This design comes from an exercise in tuning for small area, a short achievable clock period and few clock cycles on the open sky130 flow, not from production work.
At most, simulation tests tie the RTL to the original design; equivalence was not proved.
No functional check of the RTL was part of run 5.

==> constraint.sdc <==
create_clock -name core_clock -period 10.0 [get_ports {clk}]
set_input_delay 2.0000 -clock core_clock [delete_from_list [all_inputs] [get_ports {clk}]]
set_output_delay 2.0000 -clock core_clock [all_outputs]
set_load 0.01 [all_outputs]
==> config.mk <==
export PLATFORM = sky130hd
export DESIGN_NAME = pif_core
export DESIGN_NICKNAME = pif_core
export VERILOG_FILES = /design/flow/design.v
export SDC_FILE = /design/flow/constraint.sdc
export NUM_CORES = 4
export LEC_CHECK = 0
export ABC_CLOCK_PERIOD_IN_PS = 6000
export CAP_MARGIN = 20
export CORE_MARGIN = 2
export CORE_UTILIZATION = 60
export SETUP_SLACK_MARGIN = 3.6
export SLEW_MARGIN = 20
==> run.sh <==
#!/bin/bash
# synth_recipe.tcl (not shown) runs the flow's synth.tcl, then flattens the netlist and writes it again
# the make line also repeats each setting of config.mk as NAME=value (left out here)
make -C /OpenROAD-flow-scripts/flow DESIGN_CONFIG=/design/flow/config.mk WORK_HOME=/design/flow/orfs CLKGATE_MAP_FILE= SYNTH_SCRIPT=/design/flow/synth_recipe.tcl finish
==> design.v <==
module pif_core (
    input  wire         clk,
    input  wire         rst,
    input  wire         host_we,
    input  wire [5:0]   host_addr,
    input  wire [7:0]   host_wdata,
    output wire [7:0]   host_rdata,
    input  wire         start,
    output wire         ready,
    output wire         fault,
    input  wire [127:0] pad,
    output wire         save_en,
    output wire         save_we,
    output wire [7:0]   save_slice,
    output wire [63:0]  save_wdata,
    input  wire [63:0]  save_rdata
);
    localparam [15:0] PAK_LOCK_ADDR    = 16'h0400;
    localparam [15:0] PAK_USABLE_BOUND = 16'h7FE0;
    localparam [3:0] S_IDLE   = 4'd0,
                     S_FETCH  = 4'd1,    
                     S_FETCH2 = 4'd2,    
                     S_DEC    = 4'd3,    
                     S_CRC    = 4'd4,    
                     S_CORR   = 4'd5,    
                     S_CWR    = 4'd6,    
                     S_SRD    = 4'd7,    
                     S_SWG1   = 4'd8,    
                     S_SWG2   = 4'd9,    
                     S_SWR    = 4'd10,   
                     S_FAULT  = 4'd11,
                     S_SRDREQ = 4'd12;   
    reg [511:0] mem;         
    reg [3:0]  st;
    reg [6:0]  p;            
    reg [2:0]  chan;         
    reg [63:0] f;            
    reg        f2;           
    reg [7:0]  slice;
    reg [6:0]  wlo, wend;    
    reg        zpend;        
    reg [7:0]  crc;
    reg [2:0]  crow, cend;   
    reg [2:0]  cms, cml;     
    reg        cfirst;
    reg [2:0]  ccnt;         
    reg        ovf_r;        
    reg [5:0]  sl_r;
    reg [6:0]  q;            
    reg [6:0]  e;            
    wire [2:0] pl  = p[2:0];
    wire [3:0] pl4 = {1'b0, pl};
    wire have1 = f2 || (pl4 + 4'd1 <= 4'd7);
    wire have2 = f2 || (pl4 + 4'd2 <= 4'd7);
    wire have3 = f2 || (pl4 + 4'd3 <= 4'd7);
    wire have4 = f2 || (pl4 + 4'd4 <= 4'd7);
    wire [7:0] h   = f[7:0];
    wire [7:0] rlb = f[15:8];
    wire [7:0] op  = f[23:16];
    wire [5:0] sl  = h[5:0];
    wire [7:0] t1  = (sl > 6'd1) ? f[31:24] : 8'h00;
    wire [7:0] t2  = (sl > 6'd2) ? f[39:32] : 8'h00;
    wire       endw   = (h == 8'hFE);
    wire       filler = h[7] || h[6] || (h == 8'h00);
    wire       ovf1   = e > 7'd64;
    wire       rlFE   = (rlb == 8'hFE);
    wire       need3  = (op == 8'h02 || op == 8'h04 || op == 8'h05) && (sl > 6'd1);
    wire       need4  = (op == 8'h02) && (sl > 6'd2);
    wire       allin  = have1 && (rlFE || ovf1 ||
                         (have2 && (!need3 || have3) && (!need4 || have4)));
    wire [15:0] pak_off = {t1, t2} & 16'hFFE0;
    wire        ch0  = (chan == 3'd0);
    wire        ch4  = (chan == 3'd4);
    wire        chp  = (chan <= 3'd3);
    wire        d_sig0 = (op == 8'h00 || op == 8'hFF) && ch0;
    wire        d_sig4 = (op == 8'h00 || op == 8'hFF) && ch4;
    wire        d_poll = (op == 8'h01) && chp;
    wire        d_pak  = (op == 8'h02) &&
                         (pak_off == PAK_LOCK_ADDR || pak_off < PAK_USABLE_BOUND);
    wire        d_crc  = (op == 8'h03);
    wire        d_srd  = (op == 8'h04) && ch4;
    wire        d_swr  = (op == 8'h05) && ch4;
    wire        d_ok   = d_sig0 || d_sig4 || d_poll || d_pak || d_crc || d_srd || d_swr;
    wire        d_long = d_crc && (sl > 6'd3);       
    wire        d_now  = d_sig0 || d_sig4 || d_poll || d_pak || (d_crc && !d_long);
    wire [8:0] e_rl9 = {2'b00, e} + {1'b0, rlb};
    wire       ovf2  = e_rl9 > 9'd64;
    wire [6:0] e_rl  = e_rl9[6:0];
    wire [6:0] ms    = p + 7'd5;        
    wire [6:0] me1   = e - 7'd1;        
    wire       dec   = (st == S_DEC);
    wire       trans = !endw && !filler;
    wire       go    = trans && allin && !rlFE && !ovf1;
    wire       fail  = go && !d_ok;
    wire       dwr   = dec && (fail || (go && d_now && !ovf2));
    wire [2:0] chan_inc = (chan == 3'd5) ? 3'd5 : chan + 3'd1;
    reg  [7:0] lf;
    integer fk;
    always @* begin
        for (fk = 0; fk < 8; fk = fk + 1)
            lf[fk] = (fk < pl) ||
                     ((memrow[8*fk+7] || memrow[8*fk+6] || memrow[8*fk +: 8] == 8'h00) &&
                      (memrow[8*fk +: 8] != 8'hFE) && !(fk == 7 && p[5:3] == 3'd7));
    end
    reg  [8:0] fo;
    reg  [6:0] p_skip;
    reg  [2:0] chan_skip;
    reg  [3:0] cs;
    integer fj;
    always @* begin
        fo = 9'd0;
        for (fk = 0; fk < 9; fk = fk + 1) begin
            fo[fk] = 1'b1;
            for (fj = 0; fj < fk; fj = fj + 1)
                if (!lf[fj]) fo[fk] = 1'b0;
            if (fk < 8 && lf[fk]) fo[fk] = 1'b0;
        end
        p_skip    = 7'd0;
        chan_skip = 3'd0;
        for (fk = 0; fk < 9; fk = fk + 1) begin
            cs = {1'b0, chan} + fk - pl4;
            if (fo[fk]) begin
                p_skip    = p_skip | ((fk == 8) ? {p[6:3] + 4'd1, 3'd0} : {p[6:3], fk[2:0]});
                chan_skip = chan_skip | ((cs > 4'd5) ? 3'd5 : cs[2:0]);
            end
        end
    end
    wire skip = !fo[pl];
    wire [5:0] wsl  = W[5:0];
    wire [7:0] wop  = W[23:16];
    wire       wn3  = (wop == 8'h02 || wop == 8'h04 || wop == 8'h05) && (wsl > 6'd1);
    wire       wn4  = (wop == 8'h02) && (wsl > 6'd2);
    wire       fend = (W[7:0] == 8'hFE) || (pl != 3'd7 && W[15:8] == 8'hFE);
    wire       need2 = (pl >= 3'd6) || (pl == 3'd5 && wn3) || (pl == 3'd4 && wn4);
    assign ready      = (st == S_IDLE);
    assign fault      = (st == S_FAULT);
    assign save_en    = (st == S_SRDREQ) || (st == S_SWR);
    assign save_we    = (st == S_SWR);
    assign save_slice = slice;
    assign save_wdata = f;
    wire hostsel = (st == S_IDLE) || (st == S_FAULT);
    reg [2:0] erow;
    always @* begin
        case (st)
            S_FETCH2: erow = p[5:3] + 3'd1;
            S_SWG1:   erow = q[5:3];
            S_SWG2:   erow = q[5:3] + 3'd1;
            S_CRC:    erow = crow;
            default:  erow = p[5:3];
        endcase
    end
    wire [2:0]  rsel = hostsel ? host_addr[5:3] : erow;
    wire [63:0] r01 = rsel[0] ? mem[127:64]  : mem[63:0];
    wire [63:0] r23 = rsel[0] ? mem[255:192] : mem[191:128];
    wire [63:0] r45 = rsel[0] ? mem[383:320] : mem[319:256];
    wire [63:0] r67 = rsel[0] ? mem[511:448] : mem[447:384];
    wire [63:0] r03 = rsel[1] ? r23 : r01;
    wire [63:0] r47 = rsel[1] ? r67 : r45;
    wire [63:0] memrow = rsel[2] ? r47 : r03;
    wire [31:0] hb4 = host_addr[2] ? memrow[63:32] : memrow[31:0];
    wire [15:0] hb2 = host_addr[1] ? hb4[31:16] : hb4[15:0];
    assign host_rdata = host_addr[0] ? hb2[15:8] : hb2[7:0];
    wire [31:0] padc = chan[1] ? (chan[0] ? pad[127:96] : pad[95:64])
                               : (chan[0] ? pad[63:32]  : pad[31:0]);
    reg [31:0] rx32;
    always @* begin
        if (st == S_CWR)  rx32 = {24'd0, crc};
        else if (!go)     rx32 = 32'd0;
        else if (!d_ok)   rx32 = {24'd0, rlb | 8'h80};
        else if (d_sig0)  rx32 = 32'h00010005;
        else if (d_sig4)  rx32 = 32'h00008000;
        else if (d_poll)  rx32 = padc;
        else              rx32 = 32'd0;
    end
    wire        wrx = dec || (st == S_CWR);
    wire [63:0] X   = (st == S_SRD) ? save_rdata : (wrx ? {32'd0, rx32} : memrow);
    wire [6:0] dlo = fail ? p + 7'd1 : e;
    wire [6:0] dhi = fail ? p + 7'd2 : e_rl;
    reg [2:0] amt;
    always @* begin
        case (st)
            S_SWG1, S_SWG2: amt = q[2:0];
            S_DEC:          amt = 3'd0 - dlo[2:0];
            S_SRD, S_CWR:   amt = 3'd0 - wlo[2:0];
            default:        amt = pl;
        endcase
    end
    wire [63:0] x4 = amt[2] ? {X[31:0], X[63:32]}   : X;
    wire [63:0] x2 = amt[1] ? {x4[15:0], x4[63:16]} : x4;
    wire [63:0] W  = amt[0] ? {x2[7:0], x2[63:8]}   : x2;
    wire [6:0] lo = dec ? dlo : wlo;
    wire [6:0] hi = dec ? dhi : wend;
    wire rng_en = dwr || (st == S_SRD) || (st == S_CWR) ||
                  (st == S_SWR && !ovf_r) || (st == S_FETCH && zpend);
    wire clr63  = (dec && (endw || (trans && allin && rlFE))) ||
                  (st == S_FETCH && (p > 7'd62 || (!skip && fend)));
    wire [63:0] lane_d = (st == S_IDLE) ? {8{host_wdata}} :
                         (wrx || st == S_SRD) ? W : 64'd0;
    wire [63:0] lane_w = rst ? 64'd0 : lane_d;
    wire [7:0] lo_row_eq, lo_row_gt, lo_lane_ge;
    wire [7:0] hi_row_eq, hi_row_lt, hi_lane_lt;
    wire [7:0] ha_row, ha_lane;
    genvar gr;
    generate
        for (gr = 0; gr < 8; gr = gr + 1) begin : g_dec
            assign lo_row_eq[gr]  = !lo[6] && lo[5:3] == gr;
            assign lo_row_gt[gr]  = !lo[6] && lo[5:3] <  gr;
            assign lo_lane_ge[gr] = gr >= lo[2:0];
            assign hi_row_eq[gr]  = !hi[6] && hi[5:3] == gr;
            assign hi_row_lt[gr]  = hi[6] || hi[5:3] > gr;
            assign hi_lane_lt[gr] = gr < hi[2:0];
            assign ha_row[gr]     = host_addr[5:3] == gr;
            assign ha_lane[gr]    = host_addr[2:0] == gr;
        end
    endgenerate
    wire host_wr = (st == S_IDLE) && host_we;
    integer i;
    always @(posedge clk) begin
        for (i = 0; i < 64; i = i + 1) begin
            if (rst ||
                (host_wr && ha_row[i/8] && ha_lane[i%8]) ||
                (rng_en && (lo_row_gt[i/8] || (lo_row_eq[i/8] && lo_lane_ge[i%8]))
                        && (hi_row_lt[i/8] || (hi_row_eq[i/8] && hi_lane_lt[i%8]))) ||
                (i == 63 && clr63))
                mem[8*i +: 8] <= lane_w[8*(i%8) +: 8];
        end
    end
    reg  [63:0] crc_in;
    integer l;
    always @* begin
        for (l = 0; l < 8; l = l + 1)
            crc_in[8*l +: 8] = ((!cfirst || l >= cms) && (crow != cend || l <= cml))
                               ? memrow[8*l +: 8] : 8'h00;
    end
    wire [7:0] crc_row, crc_z, crc_zi;
    wire [7:0] crc_y = (st == S_CRC) ? crc_row : crc;
    assign crc_row[0] = ^(crc & 8'h8f) ^ ^(crc_in & 64'h01bfcfebb0cba841);
    assign crc_row[1] = ^(crc & 8'h1e) ^ ^(crc_in & 64'h027e9fd761975183);
    assign crc_row[2] = ^(crc & 8'hb2) ^ ^(crc_in & 64'h0443f14473e50b47);
    assign crc_row[3] = ^(crc & 8'h64) ^ ^(crc_in & 64'h0886e289e6ca178e);
    assign crc_row[4] = ^(crc & 8'hc9) ^ ^(crc_in & 64'h100cc513cd952f1c);
    assign crc_row[5] = ^(crc & 8'h92) ^ ^(crc_in & 64'h20188a279a2b5f38);
    assign crc_row[6] = ^(crc & 8'h24) ^ ^(crc_in & 64'h4030144f3457be70);
    assign crc_row[7] = ^(crc & 8'hc7) ^ ^(crc_in & 64'h80dfe775d865d4a0);
    assign crc_z[0] = ^(crc_row & 8'hbf);
    assign crc_z[1] = ^(crc_row & 8'h7e);
    assign crc_z[2] = ^(crc_row & 8'h43);
    assign crc_z[3] = ^(crc_row & 8'h86);
    assign crc_z[4] = ^(crc_row & 8'h0c);
    assign crc_z[5] = ^(crc_row & 8'h18);
    assign crc_z[6] = ^(crc_row & 8'h30);
    assign crc_z[7] = ^(crc_row & 8'hdf);
    assign crc_zi[0] = ^(crc_y & 8'h56);
    assign crc_zi[1] = ^(crc_y & 8'hac);
    assign crc_zi[2] = ^(crc_y & 8'h0f);
    assign crc_zi[3] = ^(crc_y & 8'h1f);
    assign crc_zi[4] = ^(crc_y & 8'h3f);
    assign crc_zi[5] = ^(crc_y & 8'h7f);
    assign crc_zi[6] = ^(crc_y & 8'hfe);
    assign crc_zi[7] = ^(crc_y & 8'hab);
    wire [2:0] ct = 3'd7 - cml;     
    wire [63:0] txm;
    genvar gk;
    generate
        for (gk = 0; gk < 8; gk = gk + 1) begin : g_txm
            assign txm[8*gk +: 8] = ({2'b00, sl_r} > gk + 2) ? W[8*gk +: 8] : 8'h00;
        end
    endgenerate
    wire [3:0] ql4 = {1'b0, q[2:0]};
    integer k;
    always @(posedge clk) begin
        if (rst) begin
            st    <= S_IDLE;
            zpend <= 1'b0;
        end else begin
            case (st)
                S_IDLE: begin
                    zpend <= 1'b0;
                    if (start && mem[511:504] == 8'h01) begin
                        p    <= 7'd0;
                        chan <= 3'd0;
                        st   <= S_FETCH;
                    end
                end
                S_FETCH: begin
                    zpend <= 1'b0;
                    f     <= W;
                    e     <= p + 7'd2 + {1'b0, W[5:0]};
                    f2    <= 1'b0;
                    if (p > 7'd62) begin
                        st <= S_IDLE;
                    end else if (skip) begin
                        p    <= p_skip;
                        chan <= chan_skip;
                    end else if (fend) begin
                        st <= S_IDLE;
                    end else begin
                        st <= need2 ? S_FETCH2 : S_DEC;
                    end
                end
                S_FETCH2: begin
                    for (k = 0; k < 8; k = k + 1)
                        if (pl4 + k > 4'd7)
                            f[8*k +: 8] <= W[8*k +: 8];
                    f2 <= 1'b1;
                    st <= S_DEC;
                end
                S_DEC: begin
                    if (endw) begin
                        st <= S_IDLE;
                    end else if (filler) begin
                        chan <= chan_inc;
                        p    <= p + 7'd1;
                        st   <= S_FETCH;
                    end else if (!allin) begin
                        st <= S_FETCH2;
                    end else if (rlFE) begin
                        st <= S_IDLE;
                    end else if (ovf1) begin
                        st <= S_FAULT;
                    end else if (!d_ok) begin
                        chan <= chan_inc;
                        p    <= e;
                        st   <= S_FETCH;
                    end else if (ovf2 && !d_swr) begin
                        st <= S_FAULT;
                    end else begin
                        chan <= chan_inc;
                        p    <= e_rl;
                        wlo  <= e;
                        wend <= e_rl;
                        if (d_now) begin
                            wlo   <= e + 7'd8;
                            zpend <= 1'b1;
                            st    <= S_FETCH;
                        end else if (d_long) begin
                            crc    <= 8'h00;
                            crow   <= ms[5:3];
                            cms    <= ms[2:0];
                            cend   <= me1[5:3];
                            cml    <= me1[2:0];
                            cfirst <= 1'b1;
                            st     <= S_CRC;
                        end else if (d_srd) begin
                            slice <= t1;
                            st    <= S_SRDREQ;
                        end else begin
                            slice <= t1;
                            sl_r  <= sl;
                            ovf_r <= ovf2;
                            q     <= p + 7'd4;
                            st    <= S_SWG1;
                        end
                    end
                end
                S_CRC: begin
                    cfirst <= 1'b0;
                    crow   <= crow + 3'd1;
                    if (crow == cend) begin
                        if (ct == 3'd0)
                            crc <= crc_z;
                        else if (ct == 3'd1)
                            crc <= crc_row;
                        else
                            crc <= crc_zi;
                        ccnt <= ct - 3'd2;
                        st   <= (ct <= 3'd2) ? S_CWR : S_CORR;
                    end else begin
                        crc <= crc_row;
                    end
                end
                S_CORR: begin
                    crc  <= crc_zi;
                    ccnt <= ccnt - 3'd1;
                    if (ccnt == 3'd1)
                        st <= S_CWR;
                end
                S_CWR, S_SRD: begin
                    wlo   <= wlo + 7'd8;
                    zpend <= 1'b1;
                    st    <= S_FETCH;
                end
                S_SRDREQ: st <= S_SRD;
                S_SWG1: begin
                    f  <= txm;
                    st <= (q[2:0] == 3'd0) ? S_SWR : S_SWG2;
                end
                S_SWG2: begin
                    for (k = 0; k < 8; k = k + 1)
                        if (ql4 + k > 4'd7)
                            f[8*k +: 8] <= txm[8*k +: 8];
                    st <= S_SWR;
                end
                S_SWR: begin
                    st <= ovf_r ? S_FAULT : S_FETCH;
                end
                S_FAULT: ;
                default: st <= S_FAULT;
            endcase
        end
    end
endmodule
==> flow_metrics.env, run 1 <==
export IMPL_synth_top_area_share=0.483
export IMPL_ys_flop_type="edfxtp_1"
export IMPL_chipHeight_um=264
export IMPL_grt_usage=0.680
export IMPL_ys_warn_count=2
export IMPL_yosys_top_cells_area="edfxtp_1, nand2_1, mux2i_1"
export IMPL_place_congestion=1.15
export IMPL_dp_cells=4900
export IMPL_grt_max_degree=70
export IMPL_dp_hpwl_um=141000
export IMPL_start_util=0.605
export IMPL_syn_cell_area_mm2=0.0406
export IMPL_io_pins=294
export IMPL_grt_pass1_wl_um=334000
export IMPL_ys_async_sr_fraction=0
export IMPL_synthCells=3861
export IMPL_grt_overflow=58
export IMPL_synth_edf_count=653
export IMPL_rows=95
export IMPL_cts_root_buffer="clkbuf_16"
export IMPL_numCtsBuffers=70
export IMPL_ys_types=105
export IMPL_placed_area_mm2=0.0447
export IMPL_outcome="aborted with a tool error"
export IMPL_grt_pass1_vias=43700
export IMPL_syn_area_per_cell_um2=10.5
export IMPL_stop_stage="5_1_grt"
export IMPL_cts_sinks=658
export IMPL_ys_ff_latch=658
export IMPL_cts_buffer_depth=3
export IMPL_die_w_um=264
export IMPL_synth_top_area_cell="edfxtp_1"
export IMPL_firstError="[ERROR GRT-0116] Global routing finished with congestion. Check the congestion regions in the DRC Viewer."
export IMPL_synth_fp_nets=4131
export IMPL_port_buffer_count=293
export IMPL_yosysSeqAreaShare=0.485
export IMPL_htree_levels=3
## worst max-delay path by stage
stage | slack (ns) | to | from
4_1_cts | 3.55 | host_rdata[3] | host_addr[4]
3_5_place_dp | 1.54 | crc[7] | host_addr[3]
3_3_place_gp | 1.68 | host_rdata[6] | host_addr[3]
2_1_floorplan | 3.59 | crc[7] | host_addr[3]
## metal layers
metal / overflow / GRT usage
met4: 41 / 0.587
met1: 1 / 0.724
met2: 16 / 0.845
met3: 0 / 0.517
met5: 0 / 0.203
## metrics by stage
stage               setup WS (ns)
floorplan                    3.59
global placement             1.68
detailed placement           1.54
CTS                          3.55
## timing repair
| action | in CTS |
|---|---|
| buffers inserted | 148 |
| hold buffers | 0 |
| setup endpoints to repair | 648 |
| pin swaps | 71 |
| gates resized for setup | 325 |
| cloned | 30 |
## synth_stat cells (13+ instances only)
library cell	instances
nor3_1	55
nand3_1	63
buf_4	20
o22ai_1	50
a31oi_1	24
xnor3_1	40
mux4_2	37
ha_1	49
buf_2	42
and3_1	15
a21oi_1	292
edfxtp_1	653
mux2i_1	178
nand2b_1	13
a221oi_1	25
buf_1	24
a211oi_1	75
nand4_1	27
o211a_1	33
or3_1	13
xnor2_1	133
mux2_2	13
clkbuf_1	156
o211ai_1	22
and2_1	48
o21a_1	45
nand2_1	559
a22oi_1	23
o21ai_0	173
a311o_1	20
xor2_1	48
a32oi_1	32
a21o_1	19
inv_1	64
buf_6	17
a311oi_1	27
nor2_1	374
a211o_1	17
a221o_1	25
o31ai_1	20
o221ai_1	15
nor3b_1	24
a32o_1	17
nor4_1	21
nor2b_1	33
## kinds of logic after synthesis
kind of cell,after synthesis,share of synthesized area
buffers and inverters,327,0.0365
and+or+nand+nor,1300,0.143
xor gates and xnor gates,231,0.0659
adders and majority gates,61,0.0208
DFF,658,0.485
AOI/OAI and AO/OA,1055,0.181
muxes,229,0.0682
Testbench counts, summed over its fixed seeds: cycles 77,234.
==> run 2: changes to the inputs <==
--- a/config.mk
+++ b/config.mk
@@ -8,6 +8,6 @@
 export ABC_CLOCK_PERIOD_IN_PS = 6000
 export CAP_MARGIN = 20
 export CORE_MARGIN = 2
-export CORE_UTILIZATION = 60
+export CORE_UTILIZATION = 45
 export SETUP_SLACK_MARGIN = 3.6
 export SLEW_MARGIN = 20
==> run 2 against run 1 <==
Compared with the run above: the run now finishes clean; synthesized cell count did not move; synthesized area did not move.
==> flow_metrics.env, run 2 <==
export IMPL_worst_slew_pin_transition_ns=1.25
export IMPL_yosys_top_cells_area="edfxtp_1, nand2_1, mux2i_1"
export IMPL_endpoint_kind="primary output"
export IMPL_setup_viol=0
export IMPL_cts_root_buffer="clkbuf_16"
export IMPL_pre_cts_slack_ns=1.46
export IMPL_remaining_drc_errors=0
export IMPL_hold_depth=2
export IMPL_fin_nets=4674
export IMPL_hold_viol=0
export IMPL_core_mm2=0.0897
export IMPL_grt_pass1_wl_um=278000
export IMPL_synthCells=3861
export IMPL_die_w_um=304
export IMPL_first_iter_violations=6329
export IMPL_insertion_delay_ns=0.69
export IMPL_placed_area_mm2=0.0452
export IMPL_synth_fp_nets=4131
export IMPL_reg_top3="mem x512, f x64"
export IMPL_grt_max_degree=73
export IMPL_hp_start="zpend"
export IMPL_synth_most_common_cell="edfxtp_1"
export IMPL_nFillCells=7614
export IMPL_synth_top_area_cell="edfxtp_1"
export IMPL_worstPathArrival_ns=4.70
export IMPL_htree_levels=3
export IMPL_syn_cell_area_mm2=0.0406
export IMPL_cp_slowest_cell="nor2_4"
export IMPL_ys_types=105
export IMPL_maxSlewViolCount=0
export IMPL_worst_slack_ns=3.30
export IMPL_first_pass_iters=9
export IMPL_chipHeight_um=304
export IMPL_final_antenna_net_count=0
export IMPL_cpMostUsedCell="buf_12"
export IMPL_min_to="zpend"
export IMPL_yosys_top_cells_count="edfxtp_1, nand2_1, nor2_1"
export IMPL_grt_overflow=0
export IMPL_grt_usage=0.429
export IMPL_antenna_found_initial=12
export IMPL_final_cell_area_mm2=0.0526
export IMPL_die_area_mm2=0.0927
export IMPL_tns_ns=0
export IMPL_largest_reg_flops=512
export IMPL_final_common_cell="edfxtp_1"
export IMPL_io_pins=294
export IMPL_clk_pin_slew_ns=0.07
export IMPL_start_util=0.453
export IMPL_vias_per_cell=6.76
export IMPL_hold_path_class="reg -> reg"
export IMPL_outcome="complete, no violations"
export IMPL_period_needed_ns=6.70
export IMPL_clock_skew_ns=0.0450
export IMPL_cts_buffer_depth=3
export IMPL_start_kind="flop"
export IMPL_ys_async_sr_fraction=0
export IMPL_drv_cap=0
export IMPL_ys_ff_latch=658
export IMPL_fin_crit_sh=0.670
export IMPL_ys_flop_type="edfxtp_1"
export IMPL_rsz0062_at_grt="true"
export IMPL_cts_tree="built"
export IMPL_synth_edf_count=653
export IMPL_numCtsBuffers=74
export IMPL_area_growth_syn_to_layout_pct=29.5
export IMPL_rows=110
export IMPL_ys_warn_count=2
export IMPL_timing_reg2reg_setup_slack_ns=3.51
export IMPL_wl_um=206000
export IMPL_cpPeakStageDelay_ns=0.37
export IMPL_crit_fanout=5
export IMPL_routed_via_count=38100
export IMPL_r2r_cells=23
export IMPL_dp_hpwl_um=146000
export IMPL_grt_pass1_vias=35000
export IMPL_max_slew_margin_rel=0.166
export IMPL_fmax_mhz=149
export IMPL_wl_per_cell_um=36.5
export IMPL_r2r_end="crc[7]"
export IMPL_place_congestion=1.07
export IMPL_path_class="reg -> out"
export IMPL_layout_common_cells="edfxtp_1, nand2_1, nor2_1"
export IMPL_worstPathRequired_ns=8.00
export IMPL_drive_above_1_share=0.211
export IMPL_reg2reg_from="st[0]"
export IMPL_postCtsHoldBufs=0
export IMPL_syn_area_per_cell_um2=10.5
export IMPL_holdWs_ns=0.530
export IMPL_synth_top_area_share=0.483
export IMPL_cts_sinks=658
export IMPL_yosysSeqAreaShare=0.485
export IMPL_top_register="mem"
export IMPL_port_buffer_count=293
export IMPL_path_cells="buf_12 > and2b_4 > nand2_4 > nand2_2 > o21ai_2 > ha_4 > nand4b_1 > a31oi_4 > buf_12 > buf_8 > o21ai_4 > buf_6 > buf_12 > buf_16 > a211oi_4 > a311oi_2 > nor2_4 > a211oi_2 > a311oi_2 > a21oi_1 > a221o_1 > buf_2"
[run 2: cell counts after synthesis]
Identical to the previous run, type by type.
[run 2: repair_timing]
item	4_1_cts	5_1_grt
gates resized for setup	367	160
cloned	32	7
endpoints found under the setup margin	580	192
setup buffers	152	86
pin swaps	80	78
[run 2: worst max-delay path, delay by kind of cell (launching register included)]
| kind | cells | cell delay [ns] |
|---|---|---|
| buf+inv | 7 | 1.03 |
| simple gates | 5 | 0.90 |
| compound gates | 9 | 1.46 |
| fa+ha+maj | 1 | 0.27 |
| flops | 1 | 0.33 |
[run 2: stage by stage]
stage / std cells / utilization
after global placement: 5226 / 0.504
after detailed placement: 5227 / 0.504
after global routing: 5634 / 0.586
after floorplan: 3861 / -
after CTS: 5540 / 0.569
final: 5644 / 0.586
[run 2: worst max-delay path by stage]
stage,startpoint,to,depth (start not counted),slack [ns]
floorplan,host_addr[3],crc[7],18,3.59
global placement,host_addr[3],host_rdata[6],13,1.33
detailed placement,host_addr[4],host_rdata[6],13,1.46
CTS,st[1],host_rdata[6],22,3.42
global route,host_addr[3],host_rdata[3],14,3.30
finish,st[1],host_rdata[6],22,3.30
[run 2: logic make-up (layout without fill, tap and decap cells)]
group / count (synthesis) / count (layout) / synth area share
flip-flops: 658 / 658 / 0.485
buffers and inverters: 327 / 911 / 0.0365
AND/OR/NAND/NOR: 1300 / 1308 / 0.143
XOR/XNOR: 231 / 231 / 0.0659
adder cells (fa/ha/maj): 61 / 61 / 0.0208
multiplexers: 229 / 229 / 0.0682
AO/OA/AOI/OAI: 1055 / 1059 / 0.181
other: 0 / 11 / 0
[run 2: routing by layer]
metal	vias up	part of all wire	global-route usage
met2	3008	0.42	0.632
li1	15700	-	-
met4	10	0.072	0.240
met5	-	0.0015	0
met1	18800	0.37	0.559
met3	669	0.14	0.137
[run 2: layout make-up]
class                           instances  area, um2  area share
Timing Repair Buffer                  714       7340       0.139
Clock inverter                         45        543      0.0103
Antenna cell                           11       27.5    0.000523
Multi-Input combinational cell       2888      21400       0.406
Sequential cell                       658      19700       0.375
Inverter                               68        264     0.00502
Tap cell                             1176       1470      0.0280
Clock buffer                           84       1890      0.0359
==> run 3: changes to the inputs <==
--- a/config.mk
+++ b/config.mk
@@ -9,5 +9,8 @@
 export CAP_MARGIN = 20
 export CORE_MARGIN = 2
 export CORE_UTILIZATION = 45
-export SETUP_SLACK_MARGIN = 3.6
+export CTS_BUF_LIST = sky130_fd_sc_hd__clkbuf_8
+export CTS_CLUSTER_SIZE = 20
+export SETUP_SLACK_MARGIN = 3.4
 export SLEW_MARGIN = 20
+export TNS_END_PERCENT = 10
==> run 3 against run 2 <==
Compared with the run above: final cell count increased by 0.46%; clock skew grew 0.0033 ns; count of clock-buffer cells in the layout up 24; critical path type is now in -> out; highest routed layer unchanged.
==> flow_metrics.env, run 3 <==
export IMPL_final_antenna_net_count=0
export IMPL_start_util=0.453
export IMPL_grt_overflow=0
export IMPL_yosys_top_cells_area="edfxtp_1, nand2_1, mux2i_1"
export IMPL_r2r_end="e[5]"
export IMPL_htree_levels=3
export IMPL_final_cell_area_mm2=0.0508
export IMPL_path_class="in -> out"
export IMPL_hp_start="zpend"
export IMPL_first_iter_violations=6543
export IMPL_yosysSeqAreaShare=0.485
export IMPL_area_growth_syn_to_layout_pct=25.1
export IMPL_post_route_util=0.567
export IMPL_remaining_drc_errors=0
export IMPL_start_kind="input port"
export IMPL_worst_slew_pin_transition_ns=1.37
export IMPL_top_register="mem"
export IMPL_io_pins=294
export IMPL_synth_top_area_cell="edfxtp_1"
export IMPL_nFillCells=7838
export IMPL_endpoint_kind="primary output"
export IMPL_timing_reg2reg_setup_slack_ns=3.29
export IMPL_grt_usage=0.432
export IMPL_hold_viol=0
export IMPL_synthCells=3861
export IMPL_die_area_mm2=0.0927
export IMPL_first_pass_iters=7
export IMPL_drv_cap=0
export IMPL_clock_skew_ns=0.0483
export IMPL_ys_flop_type="edfxtp_1"
export IMPL_fin_crit_sh=0.672
export IMPL_final_common_cell="edfxtp_1"
export IMPL_ys_ff_latch=658
export IMPL_vias_per_cell=6.70
export IMPL_synth_edf_count=653
export IMPL_maxSlewViolCount=0
export IMPL_layout_common_cells="edfxtp_1, nand2_1, nor2_1"
export IMPL_outcome="complete, no violations"
export IMPL_fmax_mhz=149
export IMPL_ys_warn_count=2
export IMPL_clk_pin_slew_ns=0.06
export IMPL_hold_path_class="reg -> reg"
export IMPL_synth_top_area_share=0.483
export IMPL_placed_area_mm2=0.0452
export IMPL_ys_types=105
export IMPL_worstPathArrival_ns=4.72
export IMPL_port_buffer_count=293
export IMPL_cts_tree="built"
export IMPL_r2r_cells=28
export IMPL_cts_root_buffer="clkbuf_8"
export IMPL_crit_fanout=17
export IMPL_tns_ns=0
export IMPL_die_w_um=304
export IMPL_grt_max_degree=53
export IMPL_fin_nets=4678
export IMPL_synth_most_common_cell="edfxtp_1"
export IMPL_min_to="zpend"
export IMPL_numCtsBuffers=108
export IMPL_core_mm2=0.0897
export IMPL_largest_reg_flops=512
export IMPL_hold_depth=2
export IMPL_synth_fp_nets=4131
export IMPL_ys_async_sr_fraction=0
export IMPL_reg_top3="mem x512, f x64"
export IMPL_place_congestion=1.07
export IMPL_rsz0062_at_grt="true"
export IMPL_chipHeight_um=304
export IMPL_drive_above_1_share=0.179
export IMPL_postCtsHoldBufs=0
export IMPL_cts_sinks=658
export IMPL_reg2reg_from="st[1]"
export IMPL_max_slew_margin_rel=0.0785
export IMPL_syn_cell_area_mm2=0.0406
export IMPL_setup_viol=0
export IMPL_insertion_delay_ns=0.82
export IMPL_yosys_top_cells_count="edfxtp_1, nand2_1, nor2_1"
export IMPL_wl_um=206000
export IMPL_antenna_found_initial=10
export IMPL_rows=110
export IMPL_dp_hpwl_um=146000
export IMPL_grt_pass1_wl_um=279000
export IMPL_grt_pass1_vias=35200
export IMPL_period_needed_ns=6.72
export IMPL_routed_via_count=38000
export IMPL_cts_buffer_depth=3
export IMPL_worstPathRequired_ns=8.00
export IMPL_syn_area_per_cell_um2=10.5
export IMPL_wl_per_cell_um=36.4
-- run 3: cell counts after synthesis --
Identical to the previous run, type by type.
-- run 3: final cells by class --
class                   instances  area, um2  share of cell area
multi-input cells            2892      20700               0.408
flip-flops and latches        658      19700               0.388
repair buffers                680       6620               0.130
clock buffers                 108       1490              0.0292
well taps                    1176       1470              0.0289
clock inverters                79        531              0.0104
inverters                      68        260             0.00512
diodes                          9       22.5            0.000443
-- run 3: cells by family (layout without fill, tap and decap cells) --
group	after synthesis	in the layout	synth area share
AND/OR/NAND/NOR	1300	1305	0.143
XOR/XNOR	231	231	0.0659
multiplexers	229	229	0.0682
other	0	9	0
adder cells (fa/ha/maj)	61	61	0.0208
buffers and inverters	327	935	0.0365
AO/OA/AOI/OAI	1055	1066	0.181
flip-flops	658	658	0.485
-- run 3: routing by layer --
layer,share of wire,vias to the layer above,GRT usage
met3,0.14,691,0.151
met2,0.41,2966,0.615
li1,-,15700,-
met5,0.00017,-,0
met4,0.079,6,0.287
met1,0.37,18600,0.553
-- run 3: stage by stage --
stage	hold WS, ns	instances	worst slack, ns
2_1_floorplan	0.495	3861	3.37
4_1_cts	0.522	5621	3.33
3_3_place_gp	0.509	5225	1.09
5_1_grt	0.536	5663	3.21
6_report	0.518	5670	3.28
3_5_place_dp	0.515	5226	0.958
-- run 3: timing repair --
| action | CTS | global route |
|---|---|---|
| setup endpoints to repair | 1045 | 88 |
| pin swaps | 67 | 23 |
| gates resized for setup | 283 | 42 |
| buffers inserted | 180 | 39 |
| cloned | 28 | 1 |
-- run 3: worst max-delay path by stage --
stage | start | to | cells after the start
floorplan | host_addr[3] | crc[7] | 18
global placement | host_addr[3] | host_rdata[5] | 14
detailed placement | host_addr[3] | host_rdata[5] | 14
CTS | st[1] | host_rdata[6] | 22
global route | st[1] | host_rdata[7] | 22
finish | host_addr[3] | host_rdata[2] | 12
-- run 3: critical path: stages --
cell	delay, ns
buf_2	0.14
o21ai_1	0.07
and4_4	0.19
buf_12	0.14
or2_4	0.34
buf_4	0.24
a211oi_2	0.26
a311oi_1	0.11
or2_1	0.28
a222oi_1	0.48
o211ai_1	0.26
buf_2	0.21
==> run 4: changes to the inputs <==
--- a/config.mk
+++ b/config.mk
@@ -11,6 +11,6 @@
 export CORE_UTILIZATION = 45
 export CTS_BUF_LIST = sky130_fd_sc_hd__clkbuf_8
 export CTS_CLUSTER_SIZE = 20
-export SETUP_SLACK_MARGIN = 3.4
+export SETUP_SLACK_MARGIN = 3.3
 export SLEW_MARGIN = 20
-export TNS_END_PERCENT = 10
+export TNS_END_PERCENT = 0
==> run 4 against run 3 <==
Compared with the run above: still clean on timing, DRC and antenna; first-iteration DRC count shrank 14%; die area did not move; register-to-register slack got worse by 0.30 ns; critical endpoint is now mem[509]; highest routed layer unchanged.
==> flow_metrics.env, run 4 <==
export IMPL_outcome="complete, no violations"
export IMPL_worst_slack_ns=2.99
export IMPL_synth_edf_count=653
export IMPL_fin_nets=4601
export IMPL_path_class="reg -> reg"
export IMPL_worstPathRequired_ns=10.48
export IMPL_tns_ns=0
export IMPL_final_antenna_net_count=0
export IMPL_antenna_found_initial=21
export IMPL_worst_slew_pin_transition_ns=1.29
export IMPL_largest_reg_flops=512
export IMPL_clock_skew_ns=0.0570
export IMPL_ys_types=105
export IMPL_vias_per_cell=6.64
export IMPL_dp_cells=5249
export IMPL_drv_cap=0
export IMPL_cpMostUsedCell="buf_4"
export IMPL_chipHeight_um=304
export IMPL_ys_ff_latch=658
export IMPL_start_util=0.453
export IMPL_wl_per_cell_um=35.9
export IMPL_post_route_util=0.561
export IMPL_ys_warn_count=2
export IMPL_numCtsBuffers=111
export IMPL_io_pins=294
export IMPL_fmax_mhz=143
export IMPL_top_register="mem"
export IMPL_grt_overflow=0
export IMPL_synthCells=3861
export IMPL_htree_levels=3
export IMPL_synth_xor_area_share=0.0659
export IMPL_synth_most_common_cell="edfxtp_1"
export IMPL_clk_pin_slew_ns=0.06
export IMPL_synth_top_area_share=0.483
export IMPL_synth_compound_area_frac=0.181
export IMPL_area_growth_syn_to_layout_pct=23.8
export IMPL_pre_cts_slack_ns=0.905
export IMPL_max_slew_margin_rel=0.136
export IMPL_final_cells=5611
export IMPL_postCtsHoldBufs=0
export IMPL_core_mm2=0.0897
export IMPL_place_congestion=1.08
export IMPL_crit_family="compound AO/OA/AOI/OAI gates"
export IMPL_cts_buffer_depth=3
export IMPL_period_needed_ns=7.01
export IMPL_first_iter_violations=5595
export IMPL_die_w_um=304
export IMPL_port_buffer_count=293
export IMPL_hold_viol=0
export IMPL_yosys_top_cells_area="edfxtp_1, nand2_1, mux2i_1"
export IMPL_wl_um=201000
export IMPL_layout_common_cells="edfxtp_1, nand2_1, nor2_1"
export IMPL_synth_top_family_by_area="compound AO/OA/AOI/OAI gates"
export IMPL_routed_via_count=37300
export IMPL_endpoint_kind="flop"
export IMPL_synthAdderAreaFrac=0.0208
export IMPL_rsz0062_at_grt="true"
export IMPL_grt_max_degree=135
export IMPL_synth_fp_nets=4131
export IMPL_ys_flop_type="edfxtp_1"
export IMPL_cts_root_buffer="clkbuf_8"
export IMPL_first_pass_iters=7
export IMPL_syn_area_per_cell_um2=10.5
export IMPL_synthMuxAreaShare=0.0682
export IMPL_setup_viol=0
export IMPL_grt_usage=0.425
export IMPL_insertion_delay_ns=0.84
export IMPL_synth_top_area_cell="edfxtp_1"
export IMPL_nFillCells=7923
export IMPL_ys_async_sr_fraction=0
export IMPL_timing_reg2reg_setup_slack_ns=2.99
export IMPL_hold_depth=2
export IMPL_grt_pass1_vias=35200
export IMPL_fin_crit_sh=0.701
export IMPL_cts_tree="built"
export IMPL_start_kind="flop"
export IMPL_drive_above_1_share=0.171
export IMPL_die_area_mm2=0.0927
export IMPL_final_common_cell="edfxtp_1"
export IMPL_yosysSeqAreaShare=0.485
export IMPL_placed_area_mm2=0.0454
export IMPL_worstPathArrival_ns=7.49
export IMPL_maxSlewViolCount=0
export IMPL_r2r_cells=26
export IMPL_dp_hpwl_um=149000
export IMPL_cp_slowest_cell="a31oi_1"
export IMPL_cp_num_buf_inv=7
export IMPL_hold_path_class="reg -> reg"
export IMPL_cpPeakStageDelay_ns=0.95
export IMPL_grt_pass1_wl_um=276000
export IMPL_reg_top3="mem x512, f x64"
export IMPL_syn_cell_area_mm2=0.0406
export IMPL_final_cell_area_mm2=0.0503
export IMPL_rows=110
export IMPL_remaining_drc_errors=0
export IMPL_crit_fanout=17
export IMPL_synth_simple_gate_area_frac=0.143
export IMPL_yosys_top_cells_count="edfxtp_1, nand2_1, nor2_1"
export IMPL_critical_path_depth=26
export IMPL_cts_sinks=658
-- run 4: changes by cell type in the layout (fill, tap and decap cells not counted), moves of 5 or more --
cell	delta
mux2i_1	-7
clkinvlp_4	+5
buf_4	-66
clkinv_2	+11
buf_12	-5
mux2i_4	+5
inv_1	-9
clkinv_1	+7
-- run 4: metrics by stage --
step	hold WS (ns)
final	0.529
after global routing	0.548
after CTS	0.527
after detailed placement	0.519
after global placement	0.503
after floorplan	0.495
-- run 4: worst min-delay path: stages, from the launching register on --
cell	delay (ns)
dfxtp_1	0.31
a21oi_1	0.11
a211oi_1	0.06
-- run 4: cells by family (layout without fill, tap and decap cells) --
kind of cell | count (synthesis) | count (layout)
xor+xnor | 231 | 231
compound gates | 1055 | 1057
other cells | 0 | 10
mux | 229 | 229
flops | 658 | 658
buf+inv | 327 | 886
simple gates | 1300 | 1303
fa+ha+maj | 61 | 61
-- run 4: what timing repair did --
action / CTS / global route
setup buffers: 107 / 19
pin swaps: 47 / 33
endpoints found under the setup margin: 566 / 102
hold endpoints to repair: 0 / 0
gates cloned: 19 / 0
resized for setup: 269 / 35
-- run 4: routing by layer --
metal / global-route usage / vias up / wire length [um]
li1: - / 15500 / -
met1: 0.551 / 18400 / 76500
met2: 0.629 / 2705 / 86200
met3: 0.127 / 609 / 24400
met4: 0.252 / 22 / 14100
met5: 0.0109 / - / 257
-- run 4: final cells by class --
class | count | area, um2 | share of cell area
inverters | 68 | 260 | 0.00517
diodes | 10 | 25.0 | 0.000497
flip-flops and latches | 658 | 19700 | 0.392
multi-input cells | 2881 | 20500 | 0.408
well taps | 1176 | 1470 | 0.0292
clock buffers | 111 | 1530 | 0.0304
repair buffers | 611 | 6120 | 0.122
clock inverters | 96 | 659 | 0.0131
-- run 4: worst paths after layout --
check	from	endpoint
hold / removal	zpend	zpend
setup / recovery	st[1]	mem[509]
hold reg to reg	zpend	zpend
setup reg to reg	st[1]	mem[509]
==> run 5: changes to the inputs <==
--- a/design.v
+++ b/design.v
@@ -28,8 +28,7 @@
                      S_SWG1   = 4'd8,    
                      S_SWG2   = 4'd9,    
                      S_SWR    = 4'd10,   
-                     S_FAULT  = 4'd11,
-                     S_SRDREQ = 4'd12;   
+                     S_FAULT  = 4'd11;
     reg [511:0] mem;         
     reg [3:0]  st;
     reg [6:0]  p;            
@@ -47,7 +46,6 @@
     reg        ovf_r;        
     reg [5:0]  sl_r;
     reg [6:0]  q;            
-    reg [6:0]  e;            
     wire [2:0] pl  = p[2:0];
     wire [3:0] pl4 = {1'b0, pl};
     wire have1 = f2 || (pl4 + 4'd1 <= 4'd7);
@@ -62,6 +60,7 @@
     wire [7:0] t2  = (sl > 6'd2) ? f[39:32] : 8'h00;
     wire       endw   = (h == 8'hFE);
     wire       filler = h[7] || h[6] || (h == 8'h00);
+    wire [6:0] e      = p + 7'd2 + {1'b0, sl};
     wire       ovf1   = e > 7'd64;
     wire       rlFE   = (rlb == 8'hFE);
     wire       need3  = (op == 8'h02 || op == 8'h04 || op == 8'h05) && (sl > 6'd1);
@@ -95,37 +94,20 @@
     wire       dwr   = dec && (fail || (go && d_now && !ovf2));
     wire [2:0] chan_inc = (chan == 3'd5) ? 3'd5 : chan + 3'd1;
     reg  [7:0] lf;
+    reg  [3:0] fnf;              
     integer fk;
     always @* begin
         for (fk = 0; fk < 8; fk = fk + 1)
             lf[fk] = (fk < pl) ||
                      ((memrow[8*fk+7] || memrow[8*fk+6] || memrow[8*fk +: 8] == 8'h00) &&
                       (memrow[8*fk +: 8] != 8'hFE) && !(fk == 7 && p[5:3] == 3'd7));
+        fnf = 4'd8;
+        for (fk = 7; fk >= 0; fk = fk - 1)
+            if (!lf[fk]) fnf = fk;
     end
-    reg  [8:0] fo;
-    reg  [6:0] p_skip;
-    reg  [2:0] chan_skip;
-    reg  [3:0] cs;
-    integer fj;
-    always @* begin
-        fo = 9'd0;
-        for (fk = 0; fk < 9; fk = fk + 1) begin
-            fo[fk] = 1'b1;
-            for (fj = 0; fj < fk; fj = fj + 1)
-                if (!lf[fj]) fo[fk] = 1'b0;
-            if (fk < 8 && lf[fk]) fo[fk] = 1'b0;
-        end
-        p_skip    = 7'd0;
-        chan_skip = 3'd0;
-        for (fk = 0; fk < 9; fk = fk + 1) begin
-            cs = {1'b0, chan} + fk - pl4;
-            if (fo[fk]) begin
-                p_skip    = p_skip | ((fk == 8) ? {p[6:3] + 4'd1, 3'd0} : {p[6:3], fk[2:0]});
-                chan_skip = chan_skip | ((cs > 4'd5) ? 3'd5 : cs[2:0]);
-            end
-        end
-    end
-    wire skip = !fo[pl];
+    wire       skip      = (fnf != pl4);
+    wire [6:0] p_skip    = fnf[3] ? {p[6:3] + 4'd1, 3'd0} : {p[6:3], fnf[2:0]};
+    wire [3:0] chan_lead = {1'b0, chan} + (fnf - pl4);
     wire [5:0] wsl  = W[5:0];
     wire [7:0] wop  = W[23:16];
     wire       wn3  = (wop == 8'h02 || wop == 8'h04 || wop == 8'h05) && (wsl > 6'd1);
@@ -134,9 +116,9 @@
     wire       need2 = (pl >= 3'd6) || (pl == 3'd5 && wn3) || (pl == 3'd4 && wn4);
     assign ready      = (st == S_IDLE);
     assign fault      = (st == S_FAULT);
-    assign save_en    = (st == S_SRDREQ) || (st == S_SWR);
+    assign save_en    = (dec && op == 8'h04 && ch4) || (st == S_SWR);
     assign save_we    = (st == S_SWR);
-    assign save_slice = slice;
+    assign save_slice = (st == S_SWR) ? slice : t1;
     assign save_wdata = f;
     wire hostsel = (st == S_IDLE) || (st == S_FAULT);
     reg [2:0] erow;
@@ -285,13 +267,12 @@
                 S_FETCH: begin
                     zpend <= 1'b0;
                     f     <= W;
-                    e     <= p + 7'd2 + {1'b0, W[5:0]};
                     f2    <= 1'b0;
                     if (p > 7'd62) begin
                         st <= S_IDLE;
                     end else if (skip) begin
                         p    <= p_skip;
-                        chan <= chan_skip;
+                        chan <= (chan_lead > 4'd5) ? 3'd5 : chan_lead[2:0];
                     end else if (fend) begin
                         st <= S_IDLE;
                     end else begin
@@ -342,8 +323,7 @@
                             cfirst <= 1'b1;
                             st     <= S_CRC;
                         end else if (d_srd) begin
-                            slice <= t1;
-                            st    <= S_SRDREQ;
+                            st <= S_SRD;
                         end else begin
                             slice <= t1;
                             sl_r  <= sl;
@@ -380,7 +360,6 @@
                     zpend <= 1'b1;
                     st    <= S_FETCH;
                 end
-                S_SRDREQ: st <= S_SRD;
                 S_SWG1: begin
                     f  <= txm;
                     st <= (q[2:0] == 3'd0) ? S_SWR : S_SWG2;
--- a/config.mk
+++ b/config.mk
@@ -9,8 +9,5 @@
 export CAP_MARGIN = 20
 export CORE_MARGIN = 2
 export CORE_UTILIZATION = 45
-export CTS_BUF_LIST = sky130_fd_sc_hd__clkbuf_8
-export CTS_CLUSTER_SIZE = 20
-export SETUP_SLACK_MARGIN = 3.3
+export SETUP_SLACK_MARGIN = 4
 export SLEW_MARGIN = 20
-export TNS_END_PERCENT = 0
==> run 5 against run 4 <==
Compared with the run above: setup slack gained 0.032 ns; maximum frequency up 0.45%; global-route usage down 0.92 points; first-iteration DRC count is 4.3% lower; sequential share of layout area decreased by 2.4 points; critical path depth decreased by 12; flip-flop and latch count down 7; count of clock-buffer cells in the layout shrank 25; design area rose by 5.3%; critical path type is now in -> out; largest cell class unchanged; highest routed layer unchanged.
==> flow_metrics.env, run 5 <==
export IMPL_die_area_mm2=0.0912
export IMPL_cts_sinks=651
export IMPL_hp_start="zpend"
export IMPL_max_slew_margin_rel=0.223
export IMPL_drv_cap=0
export IMPL_endpoint_kind="primary output"
export IMPL_drive_above_1_share=0.257
export IMPL_numCtsBuffers=72
export IMPL_grt_pass1_wl_um=263000
export IMPL_final_cells=5534
export IMPL_start_util=0.453
export IMPL_synth_edf_count=646
export IMPL_insertion_delay_ns=0.67
export IMPL_timing_reg2reg_setup_slack_ns=3.27
export IMPL_layout_common_cells="edfxtp_1, nand2_1, buf_4"
export IMPL_worstPathArrival_ns=4.98
export IMPL_grt_pass1_vias=33200
export IMPL_vias_per_cell=6.56
export IMPL_htree_levels=3
export IMPL_cts_buffer_depth=3
export IMPL_cpMostUsedCell="buf_12"
export IMPL_top_register="mem"
export IMPL_grt_overflow=0
export IMPL_rows=109
export IMPL_io_pins=294
export IMPL_place_congestion=1.05
export IMPL_dp_cells=5091
export IMPL_reg2reg_from="st[2]"
export IMPL_hold_path_class="reg -> reg"
export IMPL_synth_most_common_cell="edfxtp_1"
export IMPL_tns_ns=0
export IMPL_port_buffer_count=293
export IMPL_holdWs_ns=0.531
export IMPL_fin_nets=4568
export IMPL_dp_hpwl_um=140000
export IMPL_path_cells="buf_12 > inv_8 > o32a_1 > a21oi_4 > buf_12 > buf_16 > mux2i_4 > mux2i_1 > mux2_4 > mux4_2 > nand2_2 > o21ai_2 > a221o_1 > buf_2"
export IMPL_die_w_um=302
export IMPL_min_to="zpend"
export IMPL_area_growth_syn_to_layout_pct=32.6
export IMPL_path_class="in -> out"
export IMPL_largest_reg_flops=512
export IMPL_grt_usage=0.416
export IMPL_antenna_found_initial=11
export IMPL_core_mm2=0.0882
export IMPL_yosys_top_cells_count="edfxtp_1, nand2_1, nor2_1"
export IMPL_postCtsHoldBufs=0
export IMPL_cpPeakStageDelay_ns=0.50
export IMPL_final_cell_area_mm2=0.0530
export IMPL_wl_per_cell_um=35.1
export IMPL_first_iter_violations=5357
export IMPL_wl_um=194000
export IMPL_ys_async_sr_fraction=0
export IMPL_first_pass_iters=7
export IMPL_syn_area_per_cell_um2=10.9
export IMPL_start_kind="input port"
export IMPL_clock_skew_ns=0.0367
export IMPL_chipHeight_um=302
export IMPL_crit_fanout=8
export IMPL_synth_fp_nets=3937
export IMPL_grt_max_degree=56
export IMPL_hold_depth=2
export IMPL_fin_crit_sh=0.698
export IMPL_synth_top_area_share=0.485
export IMPL_synth_top_area_cell="edfxtp_1"
export IMPL_ys_warn_count=1
export IMPL_ys_types=109
export IMPL_final_antenna_net_count=0
export IMPL_crit_path_start="host_addr[4]"
export IMPL_ys_ff_latch=651
export IMPL_setup_viol=0
export IMPL_syn_cell_area_mm2=0.0400
export IMPL_placed_area_mm2=0.0453
export IMPL_outcome="complete, no violations"
export IMPL_fmax_mhz=143
export IMPL_rsz0062_at_grt="true"
export IMPL_routed_via_count=36300
export IMPL_cts_tree="built"
export IMPL_clk_pin_slew_ns=0.06
export IMPL_yosysSeqAreaShare=0.488
export IMPL_hold_viol=0
export IMPL_r2r_cells=33
export IMPL_r2r_end="chan[0]"
export IMPL_final_common_cell="edfxtp_1"
export IMPL_ys_flop_type="edfxtp_1"
export IMPL_worstPathRequired_ns=8.00
export IMPL_synthCells=3676
export IMPL_worst_slew_pin_transition_ns=1.16
export IMPL_reg_top3="mem x512, f x64"
export IMPL_remaining_drc_errors=0
export IMPL_maxSlewViolCount=0
export IMPL_yosys_top_cells_area="edfxtp_1, mux2i_1, nand2_1"
export IMPL_cp_slowest_cell="mux4_2"
export IMPL_period_needed_ns=6.98
export IMPL_cts_root_buffer="clkbuf_16"
==> run 5: cell types whose count changed in the layout (fill, tap and decap cells not counted), sizes merged, moves of 27 or more <==
cell / before / now
a211oi: 75 / 39
buf: 318 / 483
inv: 102 / 71
mux2i: 178 / 273
xor2: 49 / 76
o21ai: 186 / 231
nand3: 63 / 31
nand2: 561 / 459
nor2: 378 / 333
==> run 5: cell families after synthesis <==
logic type | Yosys count | synth area share
buf+inv | 291 | 0.0336
mux | 362 | 0.107
compound gates | 993 | 0.168
fa+ha+maj | 51 | 0.0169
simple gates | 1093 | 0.123
xor+xnor | 235 | 0.0629
flops | 651 | 0.488
==> run 5: metrics by stage <==
step           worst slack [ns]  utilization
3_3_place_gp              0.870        0.513
5_1_grt                    3.04        0.600
4_1_cts                    3.15        0.587
3_5_place_dp               1.15        0.514
6_report                   3.02        0.601
2_1_floorplan              3.52            -
==> run 5: layout make-up <==
type	count	area [um2]
fill	7284	35200
antenna	7	17.5
timing repair buffer	775	7760
clock buffer	86	1850
tap	1165	1460
clock inverter	43	487
inverter	67	290
sequential	651	19500
multi-input combinational	2740	21600
==> run 5: repair_timing <==
| action | in CTS | in global routing |
|---|---|---|
| pin swaps | 91 | 85 |
| endpoints found under the hold margin | 0 | 0 |
| setup endpoints to repair | 1185 | 551 |
| setup buffers | 220 | 66 |
| gates resized for setup | 387 | 149 |
| cloned | 18 | 3 |
==> run 5: routing by layer <==
metal	global-route usage	vias up	share of wire
met1	0.572	18100	0.40
li1	-	15200	-
met3	0.132	460	0.13
met2	0.604	2552	0.42
met4	0.179	12	0.054
met5	0.0109	-	0.0011
==> run 5: worst max-delay path by stage <==
| stage | slack, ns | cells past startpoint | endpoint |
|---|---|---|---|
| floorplan | 3.52 | 13 | host_rdata[4] |
| global placement | 0.87 | 18 | st[0] |
| finish | 3.02 | 14 | host_rdata[4] |
| global route | 3.04 | 14 | host_rdata[4] |
| detailed placement | 1.15 | 18 | st[0] |
| CTS | 3.15 | 14 | host_rdata[4] |
==> run 5: worst max-delay path: cells and delay by family <==
| family | cells | cell delay, ns |
|---|---|---|
| mux | 4 | 1.18 |
| compound gates | 4 | 1.04 |
| buf+inv | 5 | 0.62 |
| simple gates | 1 | 0.08 |

what the ideal ports hide:
No port has a modelled driver above. Below, the same layouts with a new extraction and two added sets of constraints. Step 1 sets driving cells, clkbuf_16 on the clock port and buf_2 on the other inputs (assumed; they add their load-dependent delay and slew). Step 2 also shifts input and output timing later by t, the mid clock arrival at the registers, as if the neighbouring blocks saw the same clock. Three values: no drivers, after step 1, after step 2; two values: the first two.
run	shift t [ns]	setup slack, ns	clock arrival spread, ns	worst register clock-pin slew, ns
run 2	0.740	3.300 / 3.226 / 2.802	0.045 / 0.045	0.08 / 0.08
run 3	0.874	3.280 / 3.202 / 2.511	0.048 / 0.048	0.08 / 0.08
run 4	0.891	2.990 / 2.915 / 2.191	0.057 / 0.057	0.08 / 0.08
run 5	0.736	3.022 / 2.832 / 2.348	0.038 / 0.038	0.07 / 0.07
After both steps setup and hold are still met in every run listed. The setup slack of run 4, which loses most, moves by -0.075 ns with the drivers and by -0.799 ns with both steps.
